From an optimization exercise on the open Yosys and OpenROAD flow, aimed at small area, a short achievable clock period and few clock cycles; shortcuts taken in it are not production practice.
Where RTL was checked, it was by simulation tests only, not by an equivalence proof against the original.
For runs 1 and 2, only the layout was checked, not whether the RTL still works.
Power is estimated from default activity; no workload was simulated.

## flow/design.v

```verilog
module bms_crc15_cmd (
    input  wire [15:0] cmd,
    output reg  [15:0] pec
);
    integer j;
    reg [14:0] r;
    always @* begin
        r = 15'h0010;
        for (j = 15; j >= 0; j = j - 1)
            r = {r[13:0], 1'b0} ^ ((r[14] ^ cmd[j]) ? 15'h4599 : 15'h0000);
        pec = {r, 1'b0};
    end
endmodule
module bms_crc10_byte (
    input  wire [9:0] crc_in,
    input  wire [7:0] data,
    output reg  [9:0] crc_out
);
    integer j;
    always @* begin
        crc_out = crc_in;
        for (j = 7; j >= 0; j = j - 1)
            crc_out = {crc_out[8:0], 1'b0} ^ ((crc_out[9] ^ data[j]) ? 10'h08F : 10'h000);
    end
endmodule
module bms_crc10_ctr (
    input  wire [9:0] crc_in,
    input  wire [5:0] ctr,
    output reg  [9:0] crc_out
);
    integer j;
    always @* begin
        crc_out = crc_in;
        for (j = 5; j >= 0; j = j - 1)
            crc_out = {crc_out[8:0], 1'b0} ^ ((crc_out[9] ^ ctr[j]) ? 10'h08F : 10'h000);
    end
endmodule
module bms_codec (
    input  wire        clk,
    input  wire        rst,
    input  wire        req_valid,
    output wire        req_ready,
    input  wire [31:0] req_desc,
    input  wire [7:0]  req_count,
    input  wire [7:0]  req_counter,
    input  wire        in_valid,
    output wire        in_ready,
    input  wire [7:0]  in_data,
    output wire        out_valid,
    input  wire        out_ready,
    output wire [7:0]  out_data,
    output wire        out_last,
    output wire [2:0]  out_status
);
    localparam MAX_DEVICES = 16;
    localparam [1:0] K_CMD = 2'd0, K_WR = 2'd1, K_RD = 2'd2, K_ILL = 2'd3;
    localparam [1:0] T_CMD = 2'd0, T_WR = 2'd1, T_RD = 2'd2, T_ONE = 2'd3;
    localparam [2:0] ST_OK  = 3'd0, ST_BRK = 3'd1, ST_POR = 3'd3,
                     ST_CCE = 3'd4, ST_ILL = 3'd7;
    localparam [9:0] CRC10_SEED = 10'h010;
    reg         req_ready_q, in_ready_q;
    reg  [4:0]  alloc_q;         
    reg  [4:0]  rdf_q;           
    reg         i_busy, i_done, i_inph;
    reg  [1:0]  i_kind;
    reg         i_port;
    reg  [3:0]  i_n1;            
    reg  [15:0] i_cmd;           
    reg  [2:0]  i_stat;
    reg         i_hdr;           
    reg  [2:0]  i_col;           
    reg  [3:0]  i_srem;          
    reg  [4:0]  i_row;           
    reg         w_v, w_st, w_rd, w_c0, w_c6, w_c7, w_last;
    reg  [3:0]  w_row;
    reg  [2:0]  w_col;
    reg  [7:0]  w_data;
    reg  [9:0]  rcrc_q;          
    reg  [7:0]  pec0_q;
    reg  [767:0] mem;
    reg         p_v, p_fr;
    reg  [1:0]  p_type;
    reg  [3:0]  p_n1;
    reg  [15:0] p_cmd;
    reg  [2:0]  p_stat;
    reg         c_v, c_fr;
    reg  [1:0]  c_type;
    reg  [3:0]  c_n1;
    reg  [15:0] c_cmd;
    reg  [2:0]  c_stat;
    reg         s_hdr;
    reg  [2:0]  s_col;
    reg  [3:0]  s_srem;
    reg         f_v, f_pay, f_c0, f_phi, f_plo, f_last;
    reg  [7:0]  f_data;
    reg  [2:0]  f_stat;
    reg  [9:0]  wcrc_q;          
    reg         o_v, o_last;
    reg  [7:0]  o_data;
    reg  [2:0]  o_stat;
    assign req_ready  = req_ready_q;
    assign in_ready   = in_ready_q;
    assign out_valid  = o_v;
    assign out_data   = o_data;
    assign out_last   = o_last;
    assign out_status = o_stat;
    wire req_fire = req_valid & req_ready_q;
    wire in_fire  = in_valid & in_ready_q;
    wire advance  = ~o_v | out_ready;
    wire [3:0]  d_op     = req_desc[19:16];
    wire        d_port   = req_desc[22];
    wire [1:0]  d_cls    = req_desc[21:20];
    wire [15:0] d_cmd    = req_desc[15:0];
    wire        d_rsv0   = (req_desc[31:23] == 9'd0);
    wire        d_cnt_ok = (req_count != 8'd0) && (req_count <= MAX_DEVICES);
    reg  [1:0]  d_kind;
    always @* begin
        d_kind = K_ILL;
        if (d_rsv0 && d_cls == 2'd0) begin
            case (d_op)
                4'hA: if (!d_port && req_count == 8'd0 && req_counter == 8'd0)
                          d_kind = K_CMD;
                4'hB: if (d_cnt_ok && req_counter == 8'd0)
                          d_kind = K_WR;
                4'hC: if (d_cmd == 16'd0 && d_cnt_ok && req_counter <= 8'd63)
                          d_kind = K_RD;
                default: d_kind = K_ILL;
            endcase
        end
    end
    wire        d_hasin   = (d_kind == K_WR) || (d_kind == K_RD);
    wire [4:0]  d_row0    = d_port ? alloc_q : (alloc_q + req_count[4:0] - 5'd1);
    wire [4:0]  free_rows = rdf_q + 5'd16 - alloc_q;
    wire        d_wr_ok   = d_port ? (free_rows != 5'd0) : (req_count[4:0] <= free_rows);
    wire        i_wr      = (i_kind == K_WR);
    wire        pos_store = i_wr | (~i_hdr & (i_col < 3'd6));
    wire        pos_c0    = ~i_hdr & (i_col == 3'd0);
    wire        pos_send  = ~i_hdr & (i_col == (i_wr ? 3'd5 : 3'd7));
    wire        pos_last  = pos_send & (i_srem == 4'd0);
    wire        pos_hend  = i_hdr & (i_col == 3'd3);
    wire [4:0]  row_nxt   = i_row + 5'd1;
    wire [4:0]  cur_df    = i_row - rdf_q;
    wire [4:0]  nxt_df    = row_nxt - rdf_q;
    wire        chk_cur   = ~cur_df[4];
    wire        chk_nxt   = ~nxt_df[4] | ~i_port;
    wire [9:0] rcrc_byte, rcrc_fold;
    bms_crc10_byte u_rcrc (.crc_in(w_c0 ? CRC10_SEED : rcrc_q), .data(w_data),
                           .crc_out(rcrc_byte));
    bms_crc10_ctr  u_rfold (.crc_in(rcrc_q), .ctr(w_data[7:2]), .crc_out(rcrc_fold));
    reg [2:0] slot_st;
    always @* begin
        if (rcrc_q != {pec0_q[1:0], w_data})
            slot_st = ST_BRK;
        else if (pec0_q[7:2] == i_cmd[5:0])
            slot_st = ST_OK;
        else if (pec0_q[7:2] == 6'd0)
            slot_st = ST_POR;
        else
            slot_st = ST_CCE;
    end
    reg [2:0] rank_stat, rank_slot;
    always @* begin
        case (i_stat)
            ST_BRK:  rank_stat = 3'd2;
            ST_CCE:  rank_stat = 3'd3;
            ST_POR:  rank_stat = 3'd4;
            default: rank_stat = 3'd1;
        endcase
        case (slot_st)
            ST_BRK:  rank_slot = 3'd2;
            ST_CCE:  rank_slot = 3'd3;
            ST_POR:  rank_slot = 3'd4;
            default: rank_slot = 3'd1;
        endcase
    end
    wire [2:0] stat_worse = (rank_stat >= rank_slot) ? i_stat : slot_st;
    wire       w_done   = w_v & w_last;
    wire [2:0] w_fstat  = w_rd ? stat_worse : ST_OK;
    wire       push_w   = w_done & ~p_v;
    wire       push_i   = i_done & ~p_v;
    wire       push     = push_w | push_i;
    wire [2:0] push_st  = push_w ? w_fstat : i_stat;
    genvar gr, gc;
    generate
        for (gr = 0; gr < 16; gr = gr + 1) begin : g_row
            for (gc = 0; gc < 6; gc = gc + 1) begin : g_col
                always @(posedge clk)
                    if (w_v && w_st && w_row == gr && w_col == gc)
                        mem[(gr*6+gc)*8 +: 8] <= w_data;
            end
        end
    endgenerate
    wire [3:0]   rs = rdf_q[3:0];
    reg  [127:0] cb;             
    integer k;
    always @* begin
        for (k = 0; k < 16; k = k + 1) begin
            case (s_col)
                3'd0: cb[k*8 +: 8] = mem[(k*6+0)*8 +: 8];
                3'd1: cb[k*8 +: 8] = mem[(k*6+1)*8 +: 8];
                3'd2: cb[k*8 +: 8] = mem[(k*6+2)*8 +: 8];
                3'd3: cb[k*8 +: 8] = mem[(k*6+3)*8 +: 8];
                3'd4: cb[k*8 +: 8] = mem[(k*6+4)*8 +: 8];
                default: cb[k*8 +: 8] = mem[(k*6+5)*8 +: 8];
            endcase
        end
    end
    wire [63:0] m1;
    wire [31:0] m2;
    wire [15:0] m3;
    generate
        for (gr = 0; gr < 8; gr = gr + 1) begin : g_m1
            assign m1[gr*8 +: 8] = rs[0] ? cb[(2*gr+1)*8 +: 8] : cb[(2*gr)*8 +: 8];
        end
        for (gr = 0; gr < 4; gr = gr + 1) begin : g_m2
            assign m2[gr*8 +: 8] = rs[1] ? m1[(2*gr+1)*8 +: 8] : m1[(2*gr)*8 +: 8];
        end
        for (gr = 0; gr < 2; gr = gr + 1) begin : g_m3
            assign m3[gr*8 +: 8] = rs[2] ? m2[(2*gr+1)*8 +: 8] : m2[(2*gr)*8 +: 8];
        end
    endgenerate
    wire [7:0] rbyte = rs[3] ? m3[15:8] : m3[7:0];
    wire [15:0] pec15w;
    bms_crc15_cmd u_crc15 (.cmd(c_cmd), .pec(pec15w));
    reg [7:0] hbyte;
    always @* begin
        case (s_col[1:0])
            2'd0: hbyte = c_cmd[15:8];
            2'd1: hbyte = c_cmd[7:0];
            2'd2: hbyte = pec15w[15:8];
            default: hbyte = pec15w[7:0];
        endcase
    end
    wire c_wr  = (c_type == T_WR);
    wire c_one = (c_type == T_ONE);
    wire s_send = c_wr ? (s_col == 3'd7) : (s_col == 3'd5);
    wire s_last = c_one | (s_hdr ? (c_type == T_CMD && s_col == 3'd3)
                                 : (s_send && s_srem == 4'd0));
    wire iss     = advance & c_v;
    wire c_end   = iss & s_last;
    wire pop     = p_v & (~c_v | c_end);
    wire s_rowrd = ~s_hdr & ~c_one & (s_col == 3'd5);
    wire [7:0] sbyte = s_hdr ? hbyte : c_one ? 8'h00 : rbyte;
    wire [9:0] wcrc_byte, wcrc_fold;
    bms_crc10_byte u_wcrc (.crc_in(f_c0 ? CRC10_SEED : wcrc_q), .data(f_data),
                           .crc_out(wcrc_byte));
    bms_crc10_ctr  u_wfold (.crc_in(wcrc_q), .ctr(6'd0), .crc_out(wcrc_fold));
    always @(posedge clk) begin
        if (rst) begin
            req_ready_q <= 1'b1;
            in_ready_q  <= 1'b0;
            alloc_q     <= 5'd0;
            rdf_q       <= 5'd0;
            i_busy      <= 1'b0;
            i_done      <= 1'b0;
            i_inph      <= 1'b0;
            w_v         <= 1'b0;
            p_v         <= 1'b0;
            c_v         <= 1'b0;
            f_v         <= 1'b0;
            o_v         <= 1'b0;
        end else begin
            w_v <= in_fire;
            if (req_fire) begin
                i_busy <= 1'b1;
                i_done <= ~d_hasin;
                i_inph <= d_hasin;
                if (d_hasin)
                    alloc_q <= alloc_q + req_count[4:0];
            end else begin
                if (push)
                    i_busy <= 1'b0;
                if (push_i)
                    i_done <= 1'b0;
                else if (w_done && p_v)
                    i_done <= 1'b1;
                if (in_fire && pos_last)
                    i_inph <= 1'b0;
            end
            if (req_fire)
                req_ready_q <= ~d_hasin & ~p_v & ~push;
            else if (i_busy)
                req_ready_q <= push | (in_fire & pos_last & ~p_v);
            else
                req_ready_q <= 1'b1;
            if (req_fire)
                in_ready_q <= (d_kind == K_RD) | ((d_kind == K_WR) & d_wr_ok);
            else if (i_inph) begin
                if (in_fire)
                    in_ready_q <= ~pos_last & (pos_hend ? chk_cur : pos_send ? chk_nxt : 1'b1);
                else
                    in_ready_q <= (pos_c0 & pos_store) ? chk_cur : 1'b1;
            end else
                in_ready_q <= 1'b0;
            if (push)
                p_v <= 1'b1;
            else if (pop)
                p_v <= 1'b0;
            if (pop)
                c_v <= 1'b1;
            else if (c_end)
                c_v <= 1'b0;
            if (iss && s_rowrd)
                rdf_q <= rdf_q + 5'd1;
            else if (iss && c_one && c_fr)
                rdf_q <= rdf_q + {1'b0, c_n1} + 5'd1;
            if (advance) begin
                f_v <= iss;
                o_v <= f_v;
            end
        end
        w_data <= in_data;
        w_st   <= pos_store;
        w_rd   <= (i_kind == K_RD) & ~i_hdr;
        w_c0   <= (i_col == 3'd0);
        w_c6   <= (i_col == 3'd6);
        w_c7   <= (i_col == 3'd7);
        w_last <= pos_last;
        w_row  <= i_row[3:0];
        w_col  <= i_col;
        if (req_fire) begin
            i_kind <= d_kind;
            i_port <= d_port;
            i_n1   <= req_count[3:0] - 4'd1;
            i_cmd  <= d_cmd | {10'd0, req_counter[5:0]};    
            i_stat <= (d_kind == K_ILL) ? ST_ILL : ST_OK;
            i_hdr  <= (d_kind == K_RD);
            i_col  <= 3'd0;
            i_srem <= req_count[3:0] - 4'd1;
            i_row  <= d_row0;
        end else begin
            if (in_fire) begin
                if (i_hdr) begin
                    if (i_col == 3'd3) begin
                        i_hdr <= 1'b0;
                        i_col <= 3'd0;
                    end else
                        i_col <= i_col + 3'd1;
                end else if (pos_send) begin
                    i_col  <= 3'd0;
                    i_srem <= i_srem - 4'd1;
                    i_row  <= i_port ? row_nxt : (i_row - 5'd1);
                end else
                    i_col <= i_col + 3'd1;
            end
            if (w_v && w_rd && w_c7)
                i_stat <= stat_worse;
        end
        if (w_v && w_rd) begin
            if (w_c6) begin
                pec0_q <= w_data;
                rcrc_q <= rcrc_fold;
            end else if (!w_c7)
                rcrc_q <= rcrc_byte;
        end
        if (push) begin
            p_n1   <= i_n1;
            p_cmd  <= i_cmd;
            p_stat <= push_st;
            case (i_kind)
                K_CMD:   begin p_type <= T_CMD; p_fr <= 1'b0; end
                K_WR:    begin p_type <= T_WR;  p_fr <= 1'b0; end
                K_RD:    begin p_type <= (push_st == ST_OK) ? T_RD : T_ONE;
                               p_fr   <= (push_st != ST_OK); end
                default: begin p_type <= T_ONE; p_fr <= 1'b0; end
            endcase
        end
        if (pop) begin
            c_type <= p_type;
            c_fr   <= p_fr;
            c_n1   <= p_n1;
            c_cmd  <= p_cmd;
            c_stat <= p_stat;
            s_hdr  <= (p_type == T_CMD) || (p_type == T_WR);
            s_col  <= 3'd0;
            s_srem <= p_n1;
        end else if (iss) begin
            if (s_hdr) begin
                if (s_col == 3'd3) begin
                    s_hdr <= 1'b0;
                    s_col <= 3'd0;
                end else
                    s_col <= s_col + 3'd1;
            end else if (s_send) begin
                s_col  <= 3'd0;
                s_srem <= s_srem - 4'd1;
            end else
                s_col <= s_col + 3'd1;
        end
        if (advance) begin
            f_data <= sbyte;
            f_pay  <= c_wr & ~s_hdr & (s_col < 3'd6);
            f_c0   <= (s_col == 3'd0);
            f_phi  <= c_wr & ~s_hdr & (s_col == 3'd6);
            f_plo  <= c_wr & ~s_hdr & (s_col == 3'd7);
            f_last <= s_last;
            f_stat <= (c_one & s_last) ? c_stat : ST_OK;
            if (f_v && f_pay)
                wcrc_q <= wcrc_byte;
            else if (f_v && f_phi)
                wcrc_q <= wcrc_fold;
            o_data <= f_phi ? {6'd0, wcrc_fold[9:8]} : f_plo ? wcrc_q[7:0] : f_data;
            o_last <= f_last;
            o_stat <= f_stat;
        end
    end
endmodule
```

## flow/run.sh

```bash
#!/bin/bash
# synth_recipe.tcl (not shown) runs the flow's synth.tcl, then flattens the netlist and writes it again
# the make line also repeats each setting of config.mk as NAME=value (left out here)
make -C /OpenROAD-flow-scripts/flow DESIGN_CONFIG=/design/flow/config.mk WORK_HOME=/design/flow/orfs CLKGATE_MAP_FILE= SYNTH_SCRIPT=/design/flow/synth_recipe.tcl finish
```

## flow/config.mk

```make
export PLATFORM = sky130hd
export DESIGN_NAME = bms_codec
export DESIGN_NICKNAME = bms_codec
export VERILOG_FILES = /design/flow/design.v
export SDC_FILE = /design/flow/constraint.sdc
export NUM_CORES = 4
export LEC_CHECK = 0
export ABC_CLOCK_PERIOD_IN_PS = 3000
export CAP_MARGIN = 20
export CORE_MARGIN = 2
export CORE_UTILIZATION = 40
export PLACE_DENSITY = 0.6
export SETUP_SLACK_MARGIN = 5
export SLEW_MARGIN = 20
```

## flow/constraint.sdc

```tcl
create_clock -name core_clock -period 9.0 [get_ports {clk}]
set_input_delay 1.8000 -clock core_clock [delete_from_list [all_inputs] [get_ports {clk}]]
set_output_delay 1.8000 -clock core_clock [all_outputs]
set_load 0.01 [all_outputs]
```

==> impl_results.md, run 1 <==
- Outcome: complete, no violations
- TritonCTS clock tree: yes
- Final WL: 109 mm
- Pre-CTS WS: 4090 ps
- H-tree depth: 3
- Sequential area share after synthesis: 71.5%
- Clock Tree Buf Depth: 3
- Iter 0 DRT Violations: 3,040
- Cell Chain, Critical Path: inv_1 > ha_4 > and2_4 > buf_8 > buf_8 > a221oi_1 > a21oi_1 > a221oi_1 > nor2_1 > a311o_1 > a32o_1
- Routed wire per std cell: 26.6 um
- Library cells used by synthesis: 77
- Worst hold slack: 406 ps
- Fin nets: 2,845
- Fin Setup TNS: 0 ps
- Post-route ant nets: 0
- Max incr delay on CP: 540 ps
- Net Count, Synth: 2,778
- Routability cong.: 0.885
- Count of final max-slew check failures: 0
- Final Setup Violations: 0
- Hold Path Stages: 0
- Global route total overflow: 0
- Leakage: 14.4 nW
- Final worst slack: 5090 ps
- Hold Path Class: flop to flop
- Clk sinks: 964
- Post-Syn Instances: 2,658
- Worst-skew pair later-pin latency: 670 ps
- Hpwl dp: 65.8 mm
- Area growth, synth to finish: 14.3%
- CTS Buf Count: 100
- First-pass GRT wire length: 160 mm
- Layout cells sized above 1: 9.55%
- Max-slew headroom: 26.7%
- Initial Util: 40.4%
- Antenna cells: 0
- Vias in the first global route: 24,700
- Die height: 319 um
- # hold bufs at CTS: 0
- Post-synth EDFFs: 917
- Initial antenna violation count: 1
- Tot GR Track Use: 20.8%
- Vias: 24,400
- WS Path Type: flop to flop
- Crit path DAT: 4330 ps
- Root buffer cell: clkbuf_16
- R2R depth: 11
- First drt pass iteration count: 7
- Vias per inst: 5.96
- Tightest Pin Transition: 1090 ps
- Die Area: 102,000 sq um
- Mapped cell area: 39,800 sq um
- Most frequent cells in the layout: edfxtp_1, nor2_1, xnor2_1
- Max Clock Freq: 0.256 GHz
- Peak VDD IR: 0.169 mV
- Commonest non-fill, non-tap cell in the layout: edfxtp_1
- RSZ-0062 raised after global routing: true
- Max stage delay cell, worst path: a221oi_1
- Cell Pwr Density: 256 nW/um^2
- Largest net degree at the start of global routing: 81
- Core area: 98,600 sq um
- Remaining DRCs: 0
- CP endpoint kind: flop
- Clock Pin Slew Worst Setup and Hold Paths: 60 ps
- MaxCap Viol Count: 0
- Avg Cell Area, Syn: 15.0 sq um
- Primary FF master, synth: edfxtp_1
- Tcrit/Tclk final: 43.4%
- Hold Vio Cnt, Final: 0
- I/O Buffers: 75
- #FFs+latches synth: 964
- Die width: 319 um
- Min Tclk post-route: 3910 ps
- I/O pin cnt: 76
- Worst path required time: 9430 ps
- Skew final: 30.2 ps
- Yosys warns: 4
- Type of origin of the critical path: flop
- Async S/R FF share, synth: 0%
- Core Rows: 115
- Worst-path fanout max: 43
[state kept, by name (all words and copies together) (netlist names), 8 cells and up]
register and count:
w_data 8, p_cmd 16, rcrc_q 10, pec0_q 8, f_data 8, o_data 8
wcrc_q 10, mem 768, c_cmd 16, i_cmd 16
[power breakdown]
group | total (mW) | leakage, nW | internal [mW] | switching [mW]
logic | 2.37 | 4.14 | 0.858 | 1.51
clock network | 4.11 | 1.58 | 2.39 | 1.72
registers | 5.15 | 8.72 | 5.02 | 0.130
total | 11.6 | 14.4 | 8.27 | 3.36
[through the flow]
stage / util, % / power, mW / instances / area (sq um)
floorplan: - / 6.68 / 2658 / 39800
global placement: 42.6 / 7.48 / 3900 / 42000
detailed placement: 42.6 / 7.51 / 3900 / 42000
CTS: 46.0 / 11.6 / 4087 / 45400
global route: 46.2 / 12.0 / 4093 / 45500
finish: 46.2 / 11.6 / 4093 / 45500
[synthesized netlist by cell type (30+ instances only)]
cell type	n	share of area, %
edfxtp_1	917	69
nor2_1	195	1.8
xnor2_1	150	3.3
a21oi_1	136	1.7
nand2_1	135	1.3
o21ai_0	127	1.6
clkbuf_1	122	1.2
a221oi_1	103	2.3
a22oi_1	76	1.4
a222oi_1	75	1.9
xor2_1	59	1.3
ha_1	56	1.8
dfxtp_1	47	2.4
inv_1	47	0.44
a221o_1	34	0.85
nand3_1	32	0.40
buf_1	30	0.28
[path summary, 6_finish.rpt]
path,slack [ps],startpoint,end
max,5090,s_col[1],f_data[5]
min,410,i_col[0],w_col[0]
max reg2reg,5090,s_col[1],f_data[5]
min reg2reg,410,i_col[0],w_col[0]
[worst max-delay path: cells and delay by family (launching register included)]
kind / cells / cell delay (ps)
compound gates: 5 / 1770
buf+inv: 3 / 680
flops: 1 / 470
simple gates: 2 / 410
fa+ha+maj: 1 / 280
[final cells by class]
type | count | area [sq um]
clock buffer | 137 | 2780
multi-input combinational | 1485 | 10700
fill | 8350 | 53000
tap | 1287 | 1610
timing repair buffer | 126 | 1270
inverter | 48 | 188
clock inverter | 46 | 473
sequential | 964 | 28500
[metal layers]
metal,global-route usage [%],wire length [um]
met1,27.9,43200
met5,0,0
met4,6.56,3190
met3,3.70,9410
met2,34.5,53100
[kinds of logic (layout without fill, tap and decap cells)]
logic type,count (synthesis),count (layout),share of synthesized area (%)
flip-flops,964,964,71.5
AO/OA/AOI/OAI,675,676,12.2
AND/OR/NAND/NOR,480,481,5.38
XOR/XNOR,225,225,5.44
buffers and inverters,211,357,2.05
adder cells (fa/ha/maj),59,59,1.91
multiplexers,44,44,1.45
[what timing repair did]
action | in CTS | in global routing
buffers inserted | 3 | 5
resized for setup | 11 | 20
setup endpoints to repair | 19 | 21
gates cloned | 1 | 1
endpoints found under the hold margin | 0 | 0
pin swaps | 1 | 3
==> run 2, diff against run 1 <==
--- a/flow/config.mk
+++ b/flow/config.mk
@@ -5,7 +5,6 @@
 export SDC_FILE = /design/flow/constraint.sdc
 export NUM_CORES = 4
 export LEC_CHECK = 0
-export ABC_CLOCK_PERIOD_IN_PS = 3000
 export CAP_MARGIN = 20
 export CORE_MARGIN = 2
 export CORE_UTILIZATION = 40
==> impl_results.md, run 2 <==
- Vias per inst: 5.96 (unchanged)
- Remaining DRCs: 0 (unchanged)
- Initial Util: 40.4% (unchanged)
- First drt pass iteration count: 7 (unchanged)
- Leakage: 14.4 nW (unchanged)
- Top Family by Delay on Critical Path: compound AO/OA/AOI/OAI gates
- Avg Cell Area, Syn: 15.0 sq um (unchanged)
- Antenna cells: 0 (unchanged)
- Final worst slack: 5090 ps (unchanged)
- Core Rows: 115 (unchanged)
- Worst path required time: 9430 ps (about the same)
- Post-Layout Cell Count: 4,093 (unchanged)
- Post-synth EDFFs: 917 (unchanged)
- Routability cong.: 0.885 (unchanged)
- Hold Startpoint: i_col[0]
- Yosys warns: 4 (unchanged)
- Register Area: 28,500 sq um (unchanged)
- CP endpoint kind: flop
- Vias: 24,400 (unchanged)
- Tcrit/Tclk final: 43.4% (unchanged)
- First-pass GRT wire length: 160 mm (unchanged)
- Net Count, Synth: 2,778 (unchanged)
- Clock Tree Buf Depth: 3 (unchanged)
- Die height: 319 um (unchanged)
- Hold Vio Cnt, Final: 0 (unchanged)
- Crit path DAT: 4330 ps (about the same)
- Clk sinks: 964 (unchanged)
- Crit path buf inv count: 3 (unchanged)
- H-tree depth: 3 (unchanged)
- Worst-path fanout max: 43 (unchanged)
- Final WL: 109 mm (unchanged)
- Cell Pwr Density: 256 nW/um^2 (unchanged)
- Hpwl dp: 65.8 mm (unchanged)
- Top cell type's share of synthesized area: 69.2% (unchanged)
- Worst-skew pair later-pin latency: 670 ps (about the same)
- Peak VDD IR: 0.169 mV (unchanged)
- Hold Path Class: flop to flop
- I/O Buffers: 75 (unchanged)
- Multi-input logic area: 10,700 sq um (unchanged)
- Worst r2r src: s_col[1]
- Crit path launch: s_col[1]
- Fin nets: 2,845 (unchanged)
- Final Setup Violations: 0 (unchanged)
- Vias in the first global route: 24,700 (unchanged)
- Min Tclk post-route: 3910 ps (unchanged)
- Library cells used by synthesis: 77 (unchanged)
- Largest net degree at the start of global routing: 81 (unchanged)
- Max incr delay on CP: 540 ps (about the same)
- Synth top area cells: edfxtp_1, xnor2_1, dfxtp_1
- Max Clock Freq: 0.256 GHz (unchanged)
- Placed cell count: 3,900 (unchanged)
- Sequential area share after synthesis: 71.5% (unchanged)
- Commonest non-fill, non-tap cell in the layout: edfxtp_1
- Tightest Pin Transition: 1090 ps (unchanged)
- Skew final: 30.2 ps (unchanged)
- TritonCTS clock tree: yes
- Die width: 319 um (unchanged)
- Top reg by flops: mem
- Mapped cell area: 39,800 sq um (unchanged)
- Async S/R FF share, synth: 0% (unchanged)
- Global route total overflow: 0 (unchanged)
- Post-Syn Instances: 2,658 (unchanged)
- Max-slew headroom: 26.7% (unchanged)
- RSZ-0062 raised after global routing: true
- Fillers: 8,350 (unchanged)
- Core area: 98,600 sq um (unchanged)
- Die Area: 102,000 sq um (unchanged)
- Tot GR Track Use: 20.8% (unchanged)
- Most frequent cells in the layout: edfxtp_1, nor2_1, xnor2_1
- Outcome: complete, no violations
- Cell Chain, Critical Path: inv_1 > ha_4 > and2_4 > buf_8 > buf_8 > a221oi_1 > a21oi_1 > a221oi_1 > nor2_1 > a311o_1 > a32o_1
- Fin Setup TNS: 0 ps (unchanged)
- Commonest cells in the netlist: edfxtp_1, nor2_1, xnor2_1, a21oi_1, nand2_1
- Layout cells sized above 1: 9.55% (unchanged)
- MaxCap Viol Count: 0 (unchanged)
- Post-route ant nets: 0 (unchanged)
- Root buffer cell: clkbuf_16
- Clock Pin Slew Worst Setup and Hold Paths: 60 ps (about the same)
- Type of origin of the critical path: flop
- Leading area contributor after synthesis: edfxtp_1
- CTS Buf Count: 100 (unchanged)
- Count of final max-slew check failures: 0 (unchanged)
- I/O pin cnt: 76 (unchanged)
- Count leader, synth: edfxtp_1
- Iter 0 DRT Violations: 3,040 (unchanged)
- #FFs+latches synth: 964 (unchanged)
- Max stage delay cell, worst path: a221oi_1
- WS Path Type: flop to flop
- Initial antenna violation count: 1 (unchanged)
- Number of flip-flops under the largest register name: 768 (unchanged)
- Primary FF master, synth: edfxtp_1
- Pre-CTS WS: 4090 ps (unchanged)
- Routed wire per std cell: 26.6 um (unchanged)
- Area growth, synth to finish: 14.3% (unchanged)
-- run 2: cell counts after synthesis --
No cell type changed its count.
-- run 2: metrics by stage --
stage	total power [mW]	util, %	hold WS [ps]	area [sq um]
global route	12.0	46.2	408	45500
finish	11.6	46.2	406	45500
CTS	11.6	46.0	399	45400
global placement	7.48	42.6	399	42000
detailed placement	7.51	42.6	405	42000
floorplan	6.68	-	368	39800
-- run 2: cell type report --
cell class / count / area share, %
clock buffers: 137 / 6.10
repair buffers: 126 / 2.79
multi-input cells: 1485 / 23.5
flip-flops and latches: 964 / 62.7
inverters: 48 / 0.412
clock inverters: 46 / 1.04
well taps: 1287 / 3.54
-- run 2: final timing paths --
path                            cells past startpoint  slack (ps)        end
worst min register to register                      0         410   w_col[0]
worst max register to register                     11        5090  f_data[5]
worst max-delay path                               11        5090  f_data[5]
worst min-delay path                                0         410   w_col[0]
-- run 2: where the power goes --
part / total [mW] / switching (mW) / leakage, nW / internal, mW
registers: 5.15 / 0.130 / 8.72 / 5.02
logic: 2.37 / 1.51 / 4.14 / 0.858
clock network: 4.11 / 1.72 / 1.58 / 2.39
-- run 2: cell families (layout without fill, tap and decap cells) --
family	count (synthesis)	in the layout	share of synthesized area, %
AO/OA/AOI/OAI	675	676	12.2
XOR/XNOR	225	225	5.44
adder cells (fa/ha/maj)	59	59	1.91
buffers and inverters	211	357	2.05
flip-flops	964	964	71.5
multiplexers	44	44	1.45
AND/OR/NAND/NOR	480	481	5.38
-- run 2: what timing repair did --
action,CTS,global route
cloned,1,1
buffers inserted,3,5
gates resized for setup,11,20
hold buffers,0,0
setup endpoints to repair,19,21
pin swaps,1,3
-- run 2: worst reg2reg max path: cells and delay by family (launching register included) --
kind                     cells  cell delay [ps]
AND/OR/NAND/NOR              2              420
AO/OA/AOI/OAI                5             1790
adder cells (fa/ha/maj)      1              280
buffers and inverters        3              710
flip-flops                   1              470
-- run 2: layer usage --
| layer | GRT usage, % | wire length, um | part of all wire [%] |
|---|---|---|---|
| met5 | 0 | 0 | 0 |
| met1 | 27.9 | 43200 | 40 |
| met3 | 3.70 | 9410 | 8.6 |
| met2 | 34.5 | 53100 | 49 |
| met4 | 6.56 | 3190 | 2.9 |
==> run 3, diff against run 2 <==
--- a/flow/design.v
+++ b/flow/design.v
@@ -130,8 +130,7 @@
     end
     wire        d_hasin   = (d_kind == K_WR) || (d_kind == K_RD);
     wire [4:0]  d_row0    = d_port ? alloc_q : (alloc_q + req_count[4:0] - 5'd1);
-    wire [4:0]  free_rows = rdf_q + 5'd16 - alloc_q;
-    wire        d_wr_ok   = d_port ? (free_rows != 5'd0) : (req_count[4:0] <= free_rows);
+    wire [4:0]  d_row0_df = d_row0 - rdf_q;
     wire        i_wr      = (i_kind == K_WR);
     wire        pos_store = i_wr | (~i_hdr & (i_col < 3'd6));
     wire        pos_c0    = ~i_hdr & (i_col == 3'd0);
@@ -190,36 +189,34 @@
             end
         end
     endgenerate
-    wire [3:0]   rs = rdf_q[3:0];
-    reg  [127:0] cb;             
-    integer k;
-    always @* begin
-        for (k = 0; k < 16; k = k + 1) begin
-            case (s_col)
-                3'd0: cb[k*8 +: 8] = mem[(k*6+0)*8 +: 8];
-                3'd1: cb[k*8 +: 8] = mem[(k*6+1)*8 +: 8];
-                3'd2: cb[k*8 +: 8] = mem[(k*6+2)*8 +: 8];
-                3'd3: cb[k*8 +: 8] = mem[(k*6+3)*8 +: 8];
-                3'd4: cb[k*8 +: 8] = mem[(k*6+4)*8 +: 8];
-                default: cb[k*8 +: 8] = mem[(k*6+5)*8 +: 8];
-            endcase
-        end
-    end
-    wire [63:0] m1;
-    wire [31:0] m2;
-    wire [15:0] m3;
+    wire [3:0]  rs = rdf_q[3:0];
+    wire [383:0] m1;
+    wire [191:0] m2;
+    wire [95:0]  m3;
+    wire [47:0]  rrow;
     generate
         for (gr = 0; gr < 8; gr = gr + 1) begin : g_m1
-            assign m1[gr*8 +: 8] = rs[0] ? cb[(2*gr+1)*8 +: 8] : cb[(2*gr)*8 +: 8];
+            assign m1[gr*48 +: 48] = rs[0] ? mem[(2*gr+1)*48 +: 48] : mem[(2*gr)*48 +: 48];
         end
         for (gr = 0; gr < 4; gr = gr + 1) begin : g_m2
-            assign m2[gr*8 +: 8] = rs[1] ? m1[(2*gr+1)*8 +: 8] : m1[(2*gr)*8 +: 8];
+            assign m2[gr*48 +: 48] = rs[1] ? m1[(2*gr+1)*48 +: 48] : m1[(2*gr)*48 +: 48];
         end
         for (gr = 0; gr < 2; gr = gr + 1) begin : g_m3
-            assign m3[gr*8 +: 8] = rs[2] ? m2[(2*gr+1)*8 +: 8] : m2[(2*gr)*8 +: 8];
+            assign m3[gr*48 +: 48] = rs[2] ? m2[(2*gr+1)*48 +: 48] : m2[(2*gr)*48 +: 48];
         end
     endgenerate
-    wire [7:0] rbyte = rs[3] ? m3[15:8] : m3[7:0];
+    assign rrow = rs[3] ? m3[95:48] : m3[47:0];
+    reg [7:0] rbyte;
+    always @* begin
+        case (s_col)
+            3'd0: rbyte = rrow[7:0];
+            3'd1: rbyte = rrow[15:8];
+            3'd2: rbyte = rrow[23:16];
+            3'd3: rbyte = rrow[31:24];
+            3'd4: rbyte = rrow[39:32];
+            default: rbyte = rrow[47:40];
+        endcase
+    end
     wire [15:0] pec15w;
     bms_crc15_cmd u_crc15 (.cmd(c_cmd), .pec(pec15w));
     reg [7:0] hbyte;
@@ -284,7 +281,7 @@
             else
                 req_ready_q <= 1'b1;
             if (req_fire)
-                in_ready_q <= (d_kind == K_RD) | ((d_kind == K_WR) & d_wr_ok);
+                in_ready_q <= (d_kind == K_RD) | ((d_kind == K_WR) & ~d_row0_df[4]);
             else if (i_inph) begin
                 if (in_fire)
                     in_ready_q <= ~pos_last & (pos_hend ? chk_cur : pos_send ? chk_nxt : 1'b1);
@@ -322,7 +319,7 @@
             i_kind <= d_kind;
             i_port <= d_port;
             i_n1   <= req_count[3:0] - 4'd1;
-            i_cmd  <= d_cmd | {10'd0, req_counter[5:0]};    
+            i_cmd  <= (d_kind == K_RD) ? {10'd0, req_counter[5:0]} : d_cmd;
             i_stat <= (d_kind == K_ILL) ? ST_ILL : ST_OK;
             i_hdr  <= (d_kind == K_RD);
             i_col  <= 3'd0;
--- a/flow/config.mk
+++ b/flow/config.mk
@@ -9,5 +9,4 @@
 export CORE_MARGIN = 2
 export CORE_UTILIZATION = 40
 export PLACE_DENSITY = 0.6
-export SETUP_SLACK_MARGIN = 5
 export SLEW_MARGIN = 20
==> impl_results.md, run 3 <==
- Avg Cell Area, Syn: 17.7 sq um (+18%)
- Peak VDD IR: 0.157 mV (-6.9%)
- Worst-skew pair later-pin latency: 680 ps (about the same)
- Max stage delay cell, worst path: fa_1
- Clk sinks: 964 (unchanged)
- #FFs+latches synth: 964 (unchanged)
- Async S/R FF share, synth: 0% (unchanged)
- Cell Chain, Critical Path: clkdlybuf4s50_1 > ha_1 > fa_1 > inv_1 > ha_1 > xor2_1 > o21ai_0 > ha_1 > a21o_1 > a21oi_1 > xnor2_1 > xnor2_1 > a211oi_1 > nor3_1
- Core Rows: 116 (+0.87%)
- Sequential area share after synthesis: 70.7% (-0.84 points)
- Max Clock Freq: 0.223 GHz (-13%)
- Routed wire per std cell: 24.7 um (-7.1%)
- First drt pass iteration count: 5 (-2)
- Skew final: 30.6 ps (+0.414 ps)
- Worst-path fanout max: 4 (-91%)
- Flop-to-flop setup slack: 4660 ps (-430 ps)
- MaxCap Viol Count: 0 (unchanged)
- Core area: 100,000 sq um (+1.5%)
- Max-slew headroom: 27.7% (+0.95 points)
- I/O pin cnt: 76 (unchanged)
- Vias per inst: 5.49 (-8.0%)
- Worst path required time: 9490 ps (+60 ps)
- Fin nets: 2,478 (-13%)
- Tcrit/Tclk final: 49.8% (+6.4 points)
- CP endpoint kind: flop
- Commonest non-fill, non-tap cell in the layout: edfxtp_1
- Leakage: 14.3 nW (-1.1%)
- Final Setup Violations: 0 (unchanged)
- Commonest cells in the netlist: edfxtp_1, mux4_2, nor2_1, xnor2_1, nand2_1
- Fin Setup TNS: 0 ps (unchanged)
- FF-to-FF End: f_data[0]
- Count of final max-slew check failures: 0 (unchanged)
- Synth Area in Compound Gates: 2.99% (-9.2 points)
- Hold Startpoint: i_col[0]
- Layout cells sized above 1: 17.6% (+8.0 points)
- Area growth, synth to finish: 13.4%
- Primary FF master, synth: edfxtp_1
- Type of origin of the critical path: input pin
- Most used cell, CP: ha_1
- Post-route ant nets: 0 (unchanged)
- # hold bufs at CTS: 0 (unchanged)
- Largest family of logic cells by synthesized area: multiplexers
- Vias in the first global route: 21,300 (-14%)
- Mapped cell area: 40,300 sq um (+1.2%)
- Vias: 20,600 (-16%)
- Post-CTS Setup Inserts: 0 (-3)
- Proportion of synthesized area in mux cells: 13.4% (+12 points)
- Crit path DAT: 4980 ps (+650 ps)
- R2R depth: 9 (-2)
- Iter 0 DRT Violations: 2,014 (-34%)
- Hold Vio Cnt, Final: 0 (unchanged)
- Count leader, synth: edfxtp_1
- Die Area: 103,000 sq um (+1.2%)
- Yosys warns: 4 (unchanged)
- Post-synth EDFFs: 917 (unchanged)
- Initial antenna violation count: 3 (+2)
- Die height: 321 um (+0.58%)
- I/O Buffers: 75 (unchanged)
- Xor-xnor portion of the synthesized cell area: 5.00% (-0.44 points)
- Top cell type's share of synthesized area: 68.4% (-0.81 points)
- Final WL: 92.7 mm (-15%)
- Hpwl dp: 57.6 mm (-12%)
- RSZ-0062 raised after global routing: false
- Number of flip-flops under the largest register name: 768 (unchanged)
- WS Path Type: input pin to flop
- TritonCTS clock tree: yes
- Largest net degree at the start of global routing: 106 (+31%)
- Hold Path Class: flop to flop
- Leading area contributor after synthesis: edfxtp_1
- First-pass GRT wire length: 138 mm (-14%)
- Worst hold endpoint: w_col[0]
- Library cells used by synthesis: 68 (-12%)
- Remaining DRCs: 0 (unchanged)
- Root buffer cell: clkbuf_16
- Worst r2r src: rdf_q[0]
- Most frequent cells in the layout: edfxtp_1, mux4_2, nor2_1
- Min Tclk post-route: 4490 ps (+579 ps)
- Post-Syn Instances: 2,277 (-14%)
- Net Count, Synth: 2,387 (-14%)
- Top reg by flops: mem
- Initial Util: 40.3% (-0.11 points)
- CTS Buf Count: 100 (unchanged)
- Post-layout util: 45.7% (-0.52 points)
- Tot GR Track Use: 18.0% (-2.8 points)
- CTS resizes: 0 (-11)
- Outcome: complete, no violations
- Tightest Pin Transition: 1080 ps (-10.1 ps)
- Clock Pin Slew Worst Setup and Hold Paths: 60 ps (about the same)
- Global route total overflow: 0 (unchanged)
- Hold Path Stages: 0 (unchanged)
- Antenna cells: 0 (unchanged)
- H-tree depth: 3 (unchanged)
- Die width: 321 um (+0.58%)
- Clock Tree Buf Depth: 3 (unchanged)
- Cell Pwr Density: 226 nW/um^2 (-11%)
- Synth top area cells: edfxtp_1, mux4_2, xnor2_1
- Routability cong.: 0.854 (-3.5%)
- Synth Area in Adders: 1.56% (-0.35 points)
- Max incr delay on CP: 520 ps (-20 ps)
- Simple-Gate Fraction of Synth Area: 4.87% (-0.51 points)
==> run 3: through the flow <==
step / instances / hold slack, ps / setup WS, ps / area (sq um) / power [mW]
after global routing: 3748 / 390 / 4300 / 45700 / 10.7
after floorplan: 2277 / 355 / 4660 / 40300 / 6.04
after detailed placement: 3562 / 370 / 3870 / 42400 / 6.42
after global placement: 3562 / 371 / 3820 / 42400 / 6.39
final: 3748 / 382 / 4510 / 45700 / 10.3
after CTS: 3746 / 378 / 4560 / 45600 / 10.4
==> run 3: cells by family after synthesis <==
kind of cell,after synthesis
compound gates,190
simple gates,440
flops,964
xor+xnor,224
buf+inv,151
mux,259
fa+ha+maj,49
==> run 3: worst max path at each step <==
stage,to,startpoint,cells past startpoint,slack [ps]
floorplan,in_ready_q,req_count[0],13,4660
global placement,in_ready_q,req_count[0],14,3820
detailed placement,in_ready_q,req_count[0],14,3870
CTS,in_ready_q,req_count[0],14,4560
global route,in_ready_q,req_count[0],14,4300
finish,in_ready_q,req_count[0],14,4510
==> run 3: metal layers <==
| layer | wire [um] | GRT usage (%) | up-vias |
|---|---|---|---|
| met2 | 45800 | 29.9 | 594 |
| met1 | 38300 | 23.9 | 10700 |
| met5 | 0 | 0 | - |
| li1 | - | - | 9094 |
| met4 | 2750 | 5.57 | 0 |
| met3 | 5800 | 3.84 | 165 |
==> run 3: final cells by class <==
| class | instances | area, sq um |
|---|---|---|
| clock inverter | 62 | 528 |
| tap | 1298 | 1620 |
| multi-input combinational | 1162 | 11200 |
| sequential | 964 | 28500 |
| timing repair buffer | 101 | 998 |
| clock buffer | 122 | 2630 |
| inverter | 39 | 148 |
| fill | 8398 | 54300 |
==> run 3: power by group <==
group	internal, mW	switching (mW)
clock	2.28	1.72
sequential	5.02	0.105
combinational	0.523	0.669
total	7.83	2.50
==> run 3: critical path, delay by kind of cell <==
| family | cells | cell delay [ps] |
|---|---|---|
| adder cells (fa/ha/maj) | 4 | 1310 |
| AND/OR/NAND/NOR | 1 | 80 |
| XOR/XNOR | 3 | 400 |
| buffers and inverters | 2 | 560 |
| AO/OA/AOI/OAI | 4 | 840 |
Testbench counts of run 3, summed over its fixed seeds: cycles 68,268.

static timing again, ports no longer ideal:
No port has a modelled driver above. Below, the same layouts with a new extraction and two added sets of constraints.
Step 1 (the two cells are an assumption about what drives the block):
set clk [get_ports {clk}]
set_driving_cell -lib_cell sky130_fd_sc_hd__clkbuf_16 $clk
set_driving_cell -lib_cell sky130_fd_sc_hd__buf_2 [delete_from_list [all_inputs] $clk]
Step 2 also shifts input and output timing later by t, the mid clock arrival at the registers, as if the neighbouring blocks saw the same clock.
Three values: no drivers, after step 1, after step 2; two values: the first two.
run	t, ns	slack for setup (ns)	worst slew at a driven data input, ns	pins driven straight from the clock port
run 1	0.732	5.093 / 5.093 / 4.530	0.05	1
run 2	0.732	5.093 / 5.093 / 4.530	0.05	1
run 3	0.728	4.514 / 4.555 / 3.827	0.13	1
After both steps setup and hold are still met in every run listed. For run 3, which loses most, drivers alone change the setup slack by +0.041 ns; drivers and shift together by -0.687 ns.
